This design comes from an exercise in tuning for small area, a short achievable clock period and few clock cycles per item on the open sky130 flow, not from production work.
Function was checked by simulation only, so behaviour that the tests miss may differ from the original.
Power and IR drop assume default switching activity.

==> run a <==
==> flow/design.v <==
module hdr_rowdec (
    input  wire        clk,
    input  wire        rst,           
    input  wire        cmd_valid,
    output wire        cmd_ready,
    input  wire [5:0]  cmd_len,       
    input  wire        cmd_first,     
    input  wire        in_valid,
    output wire        in_ready,
    input  wire [7:0]  in_byte,
    output reg         done,          
    output reg  [1:0]  err,           
    output wire        busy,
    input  wire [4:0]  rd_addr,
    output wire [31:0] rd_data
);
    localparam [2:0] S_IDLE = 3'd0, S_FIRST = 3'd1, S_MARK = 3'd2, S_LEG = 3'd3,
                     S_CTRL = 3'd4, S_RVAL = 3'd5, S_LIT = 3'd6;
    localparam [1:0] E_OK = 2'd0, E_OVERRUN = 2'd2, E_NOPREV = 2'd3;
    reg [2:0]  state;
    reg [31:0] row [0:31];
    reg [31:0] lp;
    reg        prev_valid;
    reg [5:0]  len;
    reg [5:0]  pos;           
    reg [5:0]  tend;          
    reg [1:0]  plane;
    reg [1:0]  bcnt;          
    reg [23:0] quad;          
    reg        shifted;       
    assign cmd_ready = (state == S_IDLE);
    assign busy = (state != S_IDLE);
    assign in_ready = busy;
    assign rd_data = row[rd_addr];
    wire take = in_valid && busy;
    wire [5:0]  room = len - pos;                       
    wire [5:0]  pos1 = pos + 6'd1;
    wire [31:0] qpix = {in_byte, quad[23:16], quad[15:8], quad[7:0]};
    wire        is_marker = (quad[7:0] == 8'd1) && (quad[15:8] == 8'd1) && (quad[23:16] == 8'd1);
    wire        fallback = (quad[15:8] != 8'h02) || quad[23];
    wire [7:0]  rlen = in_byte - 8'd128;
    wire        big = {1'b0, in_byte} > {3'b000, room};        
    wire        rbig = {1'b0, rlen} > {3'b000, room};          
    reg        wr;            
    reg        wrun;          
    reg [5:0]  wend;
    reg        wpix;          
    reg [31:0] wdat;
    always @* begin
        wr = 1'b0;
        wrun = 1'b0;
        wend = tend;
        wpix = 1'b0;
        wdat = {4{in_byte}};
        case (state)
            S_MARK: begin
                wpix = 1'b1;
                wdat = {in_byte, quad[23:16], quad[15:8], 8'h02};
                wr = take && bcnt == 2'd3 && fallback;
            end
            S_LEG: begin
                wpix = 1'b1;
                if (is_marker) begin
                    wdat = lp;
                    wrun = 1'b1;
                    wend = pos + in_byte[5:0];
                    wr = take && bcnt == 2'd3 && in_byte != 8'd0 && !shifted && !big &&
                         (pos != 6'd0 || prev_valid);
                end else begin
                    wdat = qpix;
                    wr = take && bcnt == 2'd3;
                end
            end
            S_RVAL: begin
                wrun = 1'b1;
                wr = take;
            end
            S_LIT: wr = take;
            default: ;
        endcase
    end
    wire [3:0] lanes = wpix ? 4'b1111 : (4'd1 << plane);
    reg  [31:0] wmask;
    integer k;
    always @* begin
        for (k = 0; k < 32; k = k + 1)
            wmask[k] = wr && (wrun ? (k[5:0] >= pos && k[5:0] < wend) : (k[5:0] == pos));
    end
    genvar gk, gb;
    generate
        for (gk = 0; gk < 32; gk = gk + 1) begin : g_row
            for (gb = 0; gb < 4; gb = gb + 1) begin : g_lane
                always @(posedge clk)
                    if (wmask[gk] && lanes[gb]) row[gk][gb*8 +: 8] <= wdat[gb*8 +: 8];
            end
        end
    endgenerate
    always @(posedge clk) begin
        done <= 1'b0;
        if (rst) begin
            state <= S_IDLE;
            prev_valid <= 1'b0;
            err <= E_OK;
        end else begin
            case (state)
                S_IDLE: if (cmd_valid) begin
                    len <= cmd_len;
                    pos <= 6'd0;
                    plane <= 2'd0;
                    bcnt <= 2'd0;
                    shifted <= 1'b0;
                    if (cmd_first) prev_valid <= 1'b0;
                    state <= (cmd_len < 6'd8) ? S_LEG : S_FIRST;
                end
                S_FIRST: if (take) begin
                    quad <= {in_byte, quad[23:8]};
                    bcnt <= 2'd1;
                    state <= (in_byte == 8'h02) ? S_MARK : S_LEG;
                end
                S_MARK: if (take) begin
                    bcnt <= bcnt + 2'd1;
                    if (bcnt != 2'd3) quad <= {in_byte, quad[23:8]};
                    else if (fallback) begin
                        lp <= wdat;
                        pos <= 6'd1;
                        state <= S_LEG;
                    end else begin
                        state <= S_CTRL;
                    end
                end
                S_LEG: if (take) begin
                    bcnt <= bcnt + 2'd1;
                    if (bcnt != 2'd3) quad <= {in_byte, quad[23:8]};
                    else if (!is_marker) begin
                        lp <= qpix;
                        pos <= pos1;
                        shifted <= 1'b0;
                        if (pos1 == len) begin
                            state <= S_IDLE; done <= 1'b1; err <= E_OK; prev_valid <= 1'b1;
                        end
                    end else begin
                        shifted <= 1'b1;
                        if (in_byte != 8'd0) begin
                            if (shifted || big)
                                begin state <= S_IDLE; done <= 1'b1; err <= E_OVERRUN; prev_valid <= 1'b0; end
                            else if (pos == 6'd0 && !prev_valid)
                                begin state <= S_IDLE; done <= 1'b1; err <= E_NOPREV; prev_valid <= 1'b0; end
                            else begin
                                pos <= wend;
                                if (wend == len) begin
                                    state <= S_IDLE; done <= 1'b1; err <= E_OK; prev_valid <= 1'b1;
                                end
                            end
                        end
                    end
                end
                S_CTRL: if (take) begin
                    if (in_byte > 8'd128) begin
                        if (rbig) begin state <= S_IDLE; done <= 1'b1; err <= E_OVERRUN; prev_valid <= 1'b0; end
                        else begin
                            tend <= pos + rlen[5:0];
                            state <= S_RVAL;
                        end
                    end else if (big) begin
                        state <= S_IDLE; done <= 1'b1; err <= E_OVERRUN; prev_valid <= 1'b0;
                    end else if (in_byte != 8'd0) begin
                        tend <= pos + in_byte[5:0];
                        state <= S_LIT;
                    end
                end
                S_RVAL, S_LIT: if (take) begin
                    lp[plane*8 +: 8] <= in_byte;
                    pos <= (state == S_RVAL) ? tend : pos1;
                    if (state == S_RVAL || pos1 == tend) begin
                        state <= S_CTRL;
                        if (tend == len) begin
                            pos <= 6'd0;
                            plane <= plane + 2'd1;
                            if (plane == 2'd3) begin
                                state <= S_IDLE; done <= 1'b1; err <= E_OK; prev_valid <= 1'b1;
                            end
                        end
                    end
                end
                default: state <= S_IDLE;
            endcase
        end
    end
endmodule
==> flow/run.sh <==
#!/bin/bash
# synth_recipe.tcl (not shown) runs the flow's synth.tcl, then flattens the netlist and writes it again
# the make line also repeats each setting of config.mk as NAME=value (left out here)
make -C /OpenROAD-flow-scripts/flow DESIGN_CONFIG=/design/flow/config.mk WORK_HOME=/design/flow/orfs CLKGATE_MAP_FILE= SYNTH_SCRIPT=/design/flow/synth_recipe.tcl finish
==> flow/config.mk <==
export PLATFORM = sky130hd
export DESIGN_NAME = hdr_rowdec
export DESIGN_NICKNAME = hdr_rowdec
export VERILOG_FILES = /design/flow/design.v
export SDC_FILE = /design/flow/constraint.sdc
export NUM_CORES = 4
export LEC_CHECK = 0
export CAP_MARGIN = 20
export CORE_MARGIN = 2
export CORE_UTILIZATION = 40
export SLEW_MARGIN = 20
==> flow/constraint.sdc <==
create_clock -name core_clock -period 10.0 [get_ports {clk}]
set_input_delay 2.0000 -clock core_clock [delete_from_list [all_inputs] [get_ports {clk}]]
set_output_delay 2.0000 -clock core_clock [all_outputs]
set_load 0.01 [all_outputs]
==> inputs of run b, as changes to run a <==
==> flow/design.v, changed modules only <==
module hdr_rowdec (
    input  wire        clk,
    input  wire        rst,           
    input  wire        cmd_valid,
    output wire        cmd_ready,
    input  wire [5:0]  cmd_len,       
    input  wire        cmd_first,     
    input  wire        in_valid,
    output wire        in_ready,
    input  wire [7:0]  in_byte,
    output reg         done,          
    output reg  [1:0]  err,           
    output wire        busy,
    input  wire [4:0]  rd_addr,
    output wire [31:0] rd_data
);
    localparam [2:0] S_IDLE = 3'd0, S_LEG = 3'd1, S_LO = 3'd2,
                     S_CTRL = 3'd3, S_RVAL = 3'd4, S_LIT = 3'd5;
    localparam [1:0] E_OK = 2'd0, E_OVERRUN = 2'd2, E_NOPREV = 2'd3;
    reg [2:0]  state;
    reg [31:0] row [0:31];
    reg [31:0] lp;
    reg        prev_valid;
    reg [5:0]  len;
    reg [5:0]  pos;           
    reg [5:0]  tend;          
    reg [1:0]  ln;            
    reg        ones;          
    reg        mk;            
    reg        shifted;       
    assign cmd_ready = (state == S_IDLE);
    assign busy = (state != S_IDLE);
    assign in_ready = busy;
    wire [3:0] dlo = 4'd1 << rd_addr[1:0];
    wire [7:0] dhi = 8'd1 << rd_addr[4:2];
    reg [31:0] grp [0:7];
    reg [31:0] rdo;
    integer r, g;
    always @* begin
        for (g = 0; g < 8; g = g + 1) begin
            grp[g] = 32'd0;
            for (r = 0; r < 4; r = r + 1)
                grp[g] = grp[g] | (row[4*g+r] & {32{dlo[r]}});
        end
        rdo = 32'd0;
        for (g = 0; g < 8; g = g + 1)
            rdo = rdo | (grp[g] & {32{dhi[g]}});
    end
    assign rd_data = rdo;
    wire take = in_valid && busy;
    wire [5:0]  room = len - pos;                       
    wire [5:0]  pos1 = pos + 6'd1;
    wire        pre1 = (ln == 2'd0) || ones;            
    wire        is01 = (in_byte == 8'd1);
    wire        marker = (ln == 2'd3) && ones;          
    wire [7:0]  rlen = in_byte - 8'd128;
    wire        big = {1'b0, in_byte} > {3'b000, room};        
    wire        rbig = {1'b0, rlen} > {3'b000, room};          
    wire [5:0]  lend = pos + in_byte[5:0];                     
    wire        lrun = in_byte != 8'd0 && !shifted && !big && (pos != 6'd0 || prev_valid);
    reg        wr;            
    reg        wrun;          
    reg        wpix;          
    reg [5:0]  wend;
    always @* begin
        wr = 1'b0;
        wrun = 1'b0;
        wpix = 1'b0;
        wend = tend;
        case (state)
            S_LEG: begin
                if (marker) begin
                    wpix = 1'b1;
                    wrun = 1'b1;
                    wend = lend;
                    wr = take && lrun;
                end else
                    wr = take;
            end
            S_RVAL: begin
                wrun = 1'b1;
                wr = take;
            end
            S_LIT: wr = take;
            default: ;
        endcase
    end
    wire [3:0]  lanes = wpix ? 4'b1111 : (4'd1 << ln);
    wire [31:0] wdat = wpix ? lp : {4{in_byte}};
    reg  [31:0] wmask;
    integer k;
    always @* begin
        for (k = 0; k < 32; k = k + 1)
            wmask[k] = wr && (wrun ? (k[5:0] >= pos && k[5:0] < wend) : (k[5:0] == pos));
    end
    genvar gk, gb;
    generate
        for (gk = 0; gk < 32; gk = gk + 1) begin : g_row
            for (gb = 0; gb < 4; gb = gb + 1) begin : g_lane
                always @(posedge clk)
                    if (wmask[gk] && lanes[gb]) row[gk][gb*8 +: 8] <= wdat[gb*8 +: 8];
            end
        end
    endgenerate
    integer b;
    always @(posedge clk) begin
        if (take) begin
            if (state == S_LEG) begin
                for (b = 0; b < 4; b = b + 1) begin
                    if (b == ln && !(pre1 && (is01 || ln == 2'd3)))
                        lp[b*8 +: 8] <= in_byte;
                    else if (b < ln && pre1 && !is01 && !marker)
                        lp[b*8 +: 8] <= 8'd1;
                end
            end else if (state == S_RVAL || state == S_LIT) begin
                lp[ln*8 +: 8] <= in_byte;
            end
        end
    end
    always @(posedge clk) begin
        done <= 1'b0;
        if (rst) begin
            state <= S_IDLE;
            prev_valid <= 1'b0;
            err <= E_OK;
        end else begin
            case (state)
                S_IDLE: if (cmd_valid) begin
                    len <= cmd_len;
                    pos <= 6'd0;
                    ln <= 2'd0;
                    shifted <= 1'b0;
                    mk <= (cmd_len >= 6'd8);
                    if (cmd_first) prev_valid <= 1'b0;
                    state <= S_LEG;
                end
                S_LEG: if (take) begin
                    ln <= ln + 2'd1;
                    ones <= pre1 && is01;
                    if (ln != 2'd2) mk <= mk && (in_byte == 8'h02);
                    else begin
                        mk <= 1'b0;
                        if (mk && !in_byte[7]) state <= S_LO;
                    end
                    if (ln == 2'd3 && !marker) begin
                        pos <= pos1;
                        shifted <= 1'b0;
                        if (pos1 == len) begin
                            state <= S_IDLE; done <= 1'b1; err <= E_OK; prev_valid <= 1'b1;
                        end
                    end else if (marker) begin
                        shifted <= 1'b1;
                        if (in_byte != 8'd0) begin
                            if (shifted || big)
                                begin state <= S_IDLE; done <= 1'b1; err <= E_OVERRUN; prev_valid <= 1'b0; end
                            else if (pos == 6'd0 && !prev_valid)
                                begin state <= S_IDLE; done <= 1'b1; err <= E_NOPREV; prev_valid <= 1'b0; end
                            else begin
                                pos <= lend;
                                if (lend == len) begin
                                    state <= S_IDLE; done <= 1'b1; err <= E_OK; prev_valid <= 1'b1;
                                end
                            end
                        end
                    end
                end
                S_LO: if (take) begin
                    ln <= 2'd0;
                    state <= S_CTRL;
                end
                S_CTRL: if (take) begin
                    if (in_byte > 8'd128) begin
                        if (rbig) begin state <= S_IDLE; done <= 1'b1; err <= E_OVERRUN; prev_valid <= 1'b0; end
                        else begin
                            tend <= pos + rlen[5:0];
                            state <= S_RVAL;
                        end
                    end else if (big) begin
                        state <= S_IDLE; done <= 1'b1; err <= E_OVERRUN; prev_valid <= 1'b0;
                    end else if (in_byte != 8'd0) begin
                        tend <= pos + in_byte[5:0];
                        state <= S_LIT;
                    end
                end
                S_RVAL, S_LIT: if (take) begin
                    pos <= (state == S_RVAL) ? tend : pos1;
                    if (state == S_RVAL || pos1 == tend) begin
                        state <= S_CTRL;
                        if (tend == len) begin
                            pos <= 6'd0;
                            ln <= ln + 2'd1;
                            if (ln == 2'd3) begin
                                state <= S_IDLE; done <= 1'b1; err <= E_OK; prev_valid <= 1'b1;
                            end
                        end
                    end
                end
                default: state <= S_IDLE;
            endcase
        end
    end
endmodule
--- a/flow/config.mk
+++ b/flow/config.mk
@@ -7,5 +7,9 @@
 export LEC_CHECK = 0
 export CAP_MARGIN = 20
 export CORE_MARGIN = 2
-export CORE_UTILIZATION = 40
+export CORE_UTILIZATION = 60
+export CTS_BUF_LIST = sky130_fd_sc_hd__clkbuf_8
+export CTS_CLUSTER_DIAMETER = 50
+export CTS_CLUSTER_SIZE = 16
+export SETUP_SLACK_MARGIN = 5
 export SLEW_MARGIN = 20
==> qor summary <==
Relative slew slack: run a 14.7%; run b 28.1%
Global routing met2 resource utilization: run a 41.8%; run b 51.4%
Seq cells post-synth: run a 1110; run b 1086
HPWL reported at the end of detailed placement: run a 95500 um; run b 74900 um
Post-Place Cell Area: run a 0.0475 mm^2; run b 0.0466 mm^2
Die boundary height: run a 336 um; run b 277 um
Buffer and inverter count on the worst path: run a 3; run b 4
Initial Utilization: run a 40.4%; run b 60.8%
Xor and xnor area share after synthesis: run a 0.824%; run b 0.889%
Setup slack on the worst flop-to-flop path: run a 2.86 ns; run b 5.28 ns
Average via count per standard cell: run a 6.50; run b 7.00
Share of layout cells above drive strength 1: run a 14.5%; run b 36.3%
Internal power: run a 8420 uW; run b 6610 uW
Shortest period the worst path allows: run a 7.83 ns; run b 5.64 ns
Number of tapcells: run a 1476; run b 959
Met1 routing resource usage after global routing: run a 37.1%; run b 50.7%
Detailed-route wire length: run a 154000 um; run b 129000 um
Result of the run: run a complete, no violations; run b complete, no violations
Fraction of standard cell area that is sequential: run a 64.8%; run b 61.7%
Detailed-routed wire length on met2: run a 70900 um; run b 60000 um
Worst setup timing slack at the placement stage: run a 2.31 ns; run b 2.99 ns
Leakage Power: run a 0.0162 uW; run b 0.0166 uW
Overall die width: run a 336 um; run b 277 um
Fillcell total: run a 9397; run b 4495
Origin of the critical flop-to-flop path: run a pos[2]; run b pos[3]
Post-synthesis to final-layout area growth: run a 16.1%; run b 18.3%
Fraction of the core area covered by cells at the end of the flow: run a 47.0%; run b 71.9%
Testbench counts of run a, summed over its fixed seeds: cycles 150,134, rows 2,400.
Testbench counts of run b, summed over its fixed seeds: cycles 150,134, rows 2,400.

[afterwards: timing with drivers on the ports]
The flow's constraints put no driver on any port. The routed layouts listed below were extracted and timed again, unchanged, in two steps.
Step 1, drivers: a clkbuf_16 drives clk and a buf_2 each remaining input, both assumed.
Step 2 times the ports against the registers' clock, not the clock port: input delays grow and output delays shrink by t, the midpoint of the rising clock arrivals with the driver on.
a / b / c = no drivers / after step 1 / after step 2; a / b = the first two.
run	shift t [ns]	setup slack, ns	hold slack, ns	pins driven straight from the clock port
run a	0.752	2.166 / 2.139 / 2.139	0.524 / 0.524 / 0.524	1
run b	0.793	4.355 / 3.707 / 3.707	0.483 / 0.483 / 0.483	1
After both steps every run listed still meets setup and hold. For run b, which loses most, drivers alone change the setup slack by -0.648 ns; drivers and shift together by -0.648 ns.
